This is an optimization exercise on Yosys and OpenROAD, whose aim is a short achievable clock period and few clock cycles, not a production implementation. RTL that was checked went through simulation tests only; none was proved equivalent to the original. Power is estimated from default activity; no workload was simulated.

==> run a <==
Design mcc_core, start of the top module:
module mcc_core (
    input  wire        clk,
    input  wire        rst,           
    output wire [31:0] imem_addr,
    input  wire [31:0] imem_rdata,
    output wire        dmem_valid,
    output wire        dmem_we,
    output wire [31:0] dmem_addr,
    output wire [31:0] dmem_wdata,
    input  wire        dmem_ready,
    input  wire [31:0] dmem_rdata,
    output wire        wb_valid,
    output wire [3:0]  wb_reg,
    output wire [31:0] wb_data,
    output wire        halted
);
    localparam [6:0] OP_ADD  = 7'd0,  OP_SUB  = 7'd1,  OP_AND  = 7'd2,
                     OP_OR   = 7'd3,  OP_XOR  = 7'd4,  OP_MUL  = 7'd5,
                     OP_SLL  = 7'd6,  OP_SRL  = 7'd7,  OP_SRA  = 7'd8,
                     OP_BEQ  = 7'd9,  OP_BNE  = 7'd10, OP_BLT  = 7'd11,
                     OP_BGT  = 7'd12, OP_BLE  = 7'd13, OP_BGE  = 7'd14,
                     OP_JAL  = 7'd15, OP_LW   = 7'd16, OP_SW   = 7'd17,
                     OP_LL   = 7'd18, OP_SC   = 7'd19, OP_HALT = 7'd20;
    localparam BHT_B = 6;
    localparam BHT_N = 1 << BHT_B;
    reg [31:0] pc;
    reg        stopped;               
    reg        halted_r;
  ...
==> flow/config.mk <==
export PLATFORM = sky130hd
export DESIGN_NAME = mcc_core
export DESIGN_NICKNAME = mcc_core
export VERILOG_FILES = /design/flow/design.v
export SDC_FILE = /design/flow/constraint.sdc
export NUM_CORES = 4
export LEC_CHECK = 0
export ABC_CLOCK_PERIOD_IN_PS = 2500
export CAP_MARGIN = 30
export CORE_MARGIN = 2
export CORE_UTILIZATION = 40
export PLACE_DENSITY = 0.6
export SETUP_SLACK_MARGIN = 5
export SLEW_MARGIN = 20
==> flow/constraint.sdc <==
create_clock -name core_clock -period 10.0 [get_ports {clk}]
set_input_delay 2.0000 -clock core_clock [delete_from_list [all_inputs] [get_ports {clk}]]
set_output_delay 2.0000 -clock core_clock [all_outputs]
set_load 0.01 [all_outputs]
run.sh (not shown) runs the stock make flow with config.mk's settings and CLKGATE_MAP_FILE= SYNTH_SCRIPT=/design/flow/synth_recipe.tcl, a recipe that flattens the netlist after the stock synthesis.
==> inputs of run b, as changes to run a <==
--- a/flow/design.v
+++ b/flow/design.v
@@ -32,32 +32,35 @@
     reg [1:0]       bht_ctr [0:BHT_N-1];
     reg        e_valid;
     reg        e_wr;                  
     reg [3:0]  e_dest;
     reg        e_late;                
     reg        e_branch, e_pred;
     reg [BHT_B-1:0] e_bidx;
     reg        e_halt;
-    reg [31:0] e_imm, e_pc1, e_alt;
+    reg [31:0] e_imm, e_pc1;
     reg        e_add, e_sub, e_and, e_or, e_xor, e_sll, e_srl, e_sra;
     reg        e_jal, e_sc, e_mul, e_load, e_store, e_mem;
     reg        e_beq, e_bne, e_blt, e_bgt, e_ble, e_bge;
     reg [31:0] ea_a, ea_b;   reg ea_ar, ea_am, ea_aw, ea_br, ea_bm, ea_bw, ea_bi;    
     reg [31:0] es_a, es_b;   reg es_ar, es_am, es_aw, es_br, es_bm, es_bw, es_bi;    
     reg [31:0] ec_a, ec_b;   reg ec_ar, ec_am, ec_aw, ec_br, ec_bm, ec_bw;           
     reg [31:0] ex_a, ex_b;   reg ex_ar, ex_am, ex_aw, ex_br, ex_bm, ex_bw, ex_bi;    
     reg [31:0] ed_s;         reg ed_sr, ed_sm, ed_sw;                                
     reg        m_valid;
     reg        m_wr;
     reg [3:0]  m_dest;
     reg        m_load, m_we, m_mem, m_mul, m_halt;
     reg [31:0] m_res;                 
     reg [31:0] m_addr;
     reg [31:0] m_sdata;
+    reg        sb_valid;
+    reg [31:0] sb_addr;
+    reg [31:0] sb_data;
     reg        w_valid;
     reg [3:0]  w_dest;
     reg [31:0] w_val;
     wire [31:0] ins   = imem_rdata;
     wire        f_isel = ins[31];
     wire [6:0]  f_op  = ins[30:24];
     wire [3:0]  f_rd  = ins[23:20];
     wire [3:0]  f_rs  = ins[19:16];
@@ -70,18 +73,25 @@
     wire f_sw     = (f_op == OP_SW);
     wire f_sc     = (f_op == OP_SC);
     wire f_halt   = (f_op == OP_HALT);
     wire f_mul    = (f_op == OP_MUL);
     wire f_mem    = f_load || f_sw || f_sc;
     wire       f_wr   = f_jal || ((f_alu || f_load || f_sc) && (f_rd >= 4'd2));
     wire [3:0] f_dest = f_jal ? 4'd15 : f_rd;
     wire       f_use_rd = f_sw || f_sc;
+    wire       f_ua = (f_op <= OP_XOR) || f_mem;           
+    wire       f_us = (f_op >= OP_SLL) && (f_op <= OP_SRA);  
     function [31:0] rf_read(input [3:0] r);
-        rf_read = (r < 4'd2) ? 32'd0 : rf[r];
+        integer k;
+        begin
+            rf_read = 32'd0;
+            for (k = 2; k < 16; k = k + 1)
+                rf_read = rf_read | ({32{r == k}} & rf[k]);
+        end
     endfunction
     wire [31:0] f_a = rf_read(f_rs);
     wire [31:0] f_b = rf_read(f_rt);
     wire [31:0] f_s = rf_read(f_rd);
     wire hz_late = e_valid && e_wr && e_late &&
                    ((f_rs == e_dest) || (f_rt == e_dest) || (f_use_rd && f_rd == e_dest));
     wire em = e_valid && e_wr;
     wire mw = m_valid && m_wr;
@@ -140,41 +150,48 @@
     wire [31:0] xx_a = fwd3(ex_ar, ex_a, ex_am, ex_aw);
     wire [31:0] xx_b = fwd3(ex_br, ex_b, ex_bm, ex_bw) | ({32{ex_bi}} & e_imm);
     wire [166:0] x_mulq;
     mcc_mul_a u_mul_a (.a(xx_a), .b(xx_b), .q(x_mulq));
     wire [31:0] x_s = fwd3(ed_sr, ed_s, ed_sm, ed_sw);
     reg  [166:0] m_mulq;
     wire [31:0]     m_prod;
     mcc_mul_b u_mul_b (.q(m_mulq), .p(m_prod));
-    wire mstall = m_valid && m_mem && !dmem_ready;
+    wire mstall = m_valid && (((m_mem || m_halt) && sb_valid) || (m_load && !dmem_ready));
+    wire sb_post = m_valid && m_we && !sb_valid && !dmem_ready;
     wire [31:0] m_val = m_load ? dmem_rdata : m_mul ? m_prod : m_res;
-    assign dmem_valid = m_valid && m_mem;
-    assign dmem_we    = m_we;
-    assign dmem_addr  = m_addr;
-    assign dmem_wdata = m_sdata;
+    assign dmem_valid = sb_valid || (m_valid && m_mem);
+    assign dmem_we    = sb_valid || m_we;
+    assign dmem_addr  = sb_valid ? sb_addr : m_addr;
+    assign dmem_wdata = sb_valid ? sb_data : m_sdata;
+    wire [31:0] x_alt = e_pred ? e_pc1 : e_imm;
     wire mispred  = e_valid && e_branch && (x_taken != e_pred);
     wire redirect = mispred && !mstall;
     wire issue    = !mstall && !redirect && !hz_late && !stopped;
     assign imem_addr = pc;
     assign wb_valid  = w_valid;
     assign wb_reg    = w_dest;
     assign wb_data   = w_val;
     assign halted    = halted_r;
     always @(posedge clk) begin
         if (rst) begin
             pc       <= 32'd0;
             stopped  <= 1'b0;
             halted_r <= 1'b0;
             e_valid  <= 1'b0;
             m_valid  <= 1'b0;
             w_valid  <= 1'b0;
+            sb_valid <= 1'b0;
         end else begin
+            if (sb_valid && dmem_ready)
+                sb_valid <= 1'b0;
+            else if (sb_post)
+                sb_valid <= 1'b1;
             if (redirect)
-                pc <= e_alt;
+                pc <= x_alt;
             else if (issue && !f_halt)
                 pc <= f_pred ? f_imm : pc1;
             if (issue && f_halt)
                 stopped <= 1'b1;
             if (!mstall) begin
                 e_valid <= issue;
                 m_valid <= e_valid;
                 w_valid <= m_valid && m_wr;
@@ -214,17 +231,16 @@
             e_dest   <= f_dest;
             e_late   <= f_load || f_mul;
             e_branch <= f_branch;
             e_pred   <= f_pred;
             e_bidx   <= f_bidx;
             e_halt   <= f_halt;
             e_imm    <= f_imm;
             e_pc1    <= pc1;
-            e_alt    <= f_pred ? pc1 : f_imm;
             e_add    <= (f_op == OP_ADD);
             e_sub    <= (f_op == OP_SUB);
             e_and    <= (f_op == OP_AND);
             e_or     <= (f_op == OP_OR);
             e_xor    <= (f_op == OP_XOR);
             e_sll    <= (f_op == OP_SLL);
             e_srl    <= (f_op == OP_SRL);
             e_sra    <= (f_op == OP_SRA);
@@ -235,40 +251,52 @@
             e_store  <= f_sw || f_sc;
             e_mem    <= f_mem;
             e_beq    <= (f_op == OP_BEQ);
             e_bne    <= (f_op == OP_BNE);
             e_blt    <= (f_op == OP_BLT);
             e_bgt    <= (f_op == OP_BGT);
             e_ble    <= (f_op == OP_BLE);
             e_bge    <= (f_op == OP_BGE);
-            ea_a <= f_a; ea_ar <= fa_r; ea_am <= fa_m; ea_aw <= fa_w;
-            ea_b <= f_b; ea_br <= fb_r && !f_isel; ea_bm <= fb_m && !f_isel; ea_bw <= fb_w && !f_isel; ea_bi <= f_isel;
-            es_a <= f_a; es_ar <= fa_r; es_am <= fa_m; es_aw <= fa_w;
-            es_b <= f_b; es_br <= fb_r && !f_isel; es_bm <= fb_m && !f_isel; es_bw <= fb_w && !f_isel; es_bi <= f_isel;
-            ec_a <= f_a; ec_ar <= fa_r; ec_am <= fa_m; ec_aw <= fa_w;
-            ec_b <= f_b; ec_br <= fb_r; ec_bm <= fb_m; ec_bw <= fb_w;
-            ex_a <= f_a; ex_ar <= fa_r; ex_am <= fa_m; ex_aw <= fa_w;
-            ex_b <= f_b; ex_br <= fb_r && !f_isel; ex_bm <= fb_m && !f_isel; ex_bw <= fb_w && !f_isel; ex_bi <= f_isel;
-            ed_s <= f_s; ed_sr <= fs_r; ed_sm <= fs_m; ed_sw <= fs_w;
+            ea_ar <= fa_r && f_ua; ea_am <= fa_m && f_ua; ea_aw <= fa_w && f_ua;
+            ea_br <= fb_r && f_ua && !f_isel; ea_bm <= fb_m && f_ua && !f_isel;
+            ea_bw <= fb_w && f_ua && !f_isel; ea_bi <= f_isel && f_ua;
+            es_ar <= fa_r && f_us; es_am <= fa_m && f_us; es_aw <= fa_w && f_us;
+            es_br <= fb_r && f_us && !f_isel; es_bm <= fb_m && f_us && !f_isel;
+            es_bw <= fb_w && f_us && !f_isel; es_bi <= f_isel && f_us;
+            ec_ar <= fa_r && f_branch; ec_am <= fa_m && f_branch; ec_aw <= fa_w && f_branch;
+            ec_br <= fb_r && f_branch; ec_bm <= fb_m && f_branch; ec_bw <= fb_w && f_branch;
+            ex_ar <= fa_r && f_mul; ex_am <= fa_m && f_mul; ex_aw <= fa_w && f_mul;
+            ex_br <= fb_r && f_mul && !f_isel; ex_bm <= fb_m && f_mul && !f_isel;
+            ex_bw <= fb_w && f_mul && !f_isel; ex_bi <= f_isel && f_mul;
+            ed_sr <= fs_r && f_use_rd; ed_sm <= fs_m && f_use_rd; ed_sw <= fs_w && f_use_rd;
+            if (f_ua) begin ea_a <= f_a; ea_b <= f_b; end
+            if (f_us) begin es_a <= f_a; es_b <= f_b; end
+            if (f_branch) begin ec_a <= f_a; ec_b <= f_b; end
+            if (f_mul) begin ex_a <= f_a; ex_b <= f_b; end
+            if (f_use_rd) ed_s <= f_s;
             m_wr    <= e_wr;
             m_dest  <= e_dest;
             m_load  <= e_load;
             m_we    <= e_store;
             m_mem   <= e_mem;
             m_mul   <= e_mul;
             m_halt  <= e_halt;
             m_res   <= x_res;
             m_addr  <= x_sum;
             m_sdata <= x_s;
             if (m_valid && m_wr) begin
                 w_dest <= m_dest;
                 w_val  <= m_val;
             end
         end
+        if (!sb_valid) begin
+            sb_addr <= m_addr;
+            sb_data <= m_sdata;
+        end
         m_mulq <= x_mulq;
     end
 endmodule
 module mcc_mul_a (input wire [31:0] a, input wire [31:0] b, output wire [166:0] q);
     wire one0 = b[0] ^ 1'b0;
     wire two0 = (b[1] & ~b[0] & ~1'b0) | (~b[1] & b[0] & 1'b0);
     wire neg0 = b[1];
     wire pp0_0 = ((one0 & a[0]) | (two0 & 1'b0)) ^ neg0;
==> run notes <==
quantity                                                                    run b                run a
Antenna violations before repair                                               30                   16
Compound-cell area share of the yosys netlist                              22.61%               15.32%
Top contributor to total power                                          registers  combinational cells
Die Y-Extent                                                             477.0 um             451.6 um
Area of the core                                                      0.2223 mm^2          0.1995 mm^2
Worst Max-Slew Pin Slew                                                  1.314 ns             1.117 ns
Via-per-instance ratio                                                      6.986                6.587
Share of final layout cell area taken by clock buffers and inverters       5.372%               4.878%
Number of sinks handled by clock tree synthesis                             1,461                1,219
Met1 wire length                                                       146,700 um           120,100 um
Placement row count                                                           173                  164
Share of the cycle needed by the critical path after routing               51.13%               51.82%
Fraction of area in registers                                              39.15%               36.90%
Source of the worst hold timing path                                        e_mul               e_halt
Proportion of final cell area spent on non-clock buffers                   6.047%               5.276%
Fillers                                                                    20,560               18,420
Comb pwr share                                                              11.6%                58.5%
Result of the run                                no timing/DRC/antenna violations  no timing/DRC/antenna violations
Total power                                                              14.94 mW             27.60 mW
Total inserted antenna cells                                                   17                    9
Testbench counts of run b, summed over its fixed seeds: cycles 50,174.
No functional check of the RTL was part of run a.

## separate check: timing with driven ports
The flow's constraints put no driver on any port. The routed layouts listed below were extracted and timed again, unchanged, in two steps. Step 1 assumes that a clkbuf_16 drives the clock port and a buf_2 every other input. Step 2, shift: input delay + t, output delay - t, t = (earliest + latest rising clock arrival at the registers) / 2. This alone moves slack from input paths to output paths. Slacks: ideal ports / drivers / drivers and shift; pairs: ideal ports / drivers.
run | t (ns) | slack for setup (ns) | clock arrival spread, ns | pins driven straight from the clock port
run a | 0.909 | 4.818 / 4.818 / 4.301 | 0.049 / 0.049 | 1
run b | 0.932 | 4.887 / 4.887 / 4.146 | 0.066 / 0.066 | 1
After both steps every run listed still meets setup and hold. For run b, which loses most, drivers alone change the setup slack by 0.000 ns; drivers and shift together by -0.741 ns.
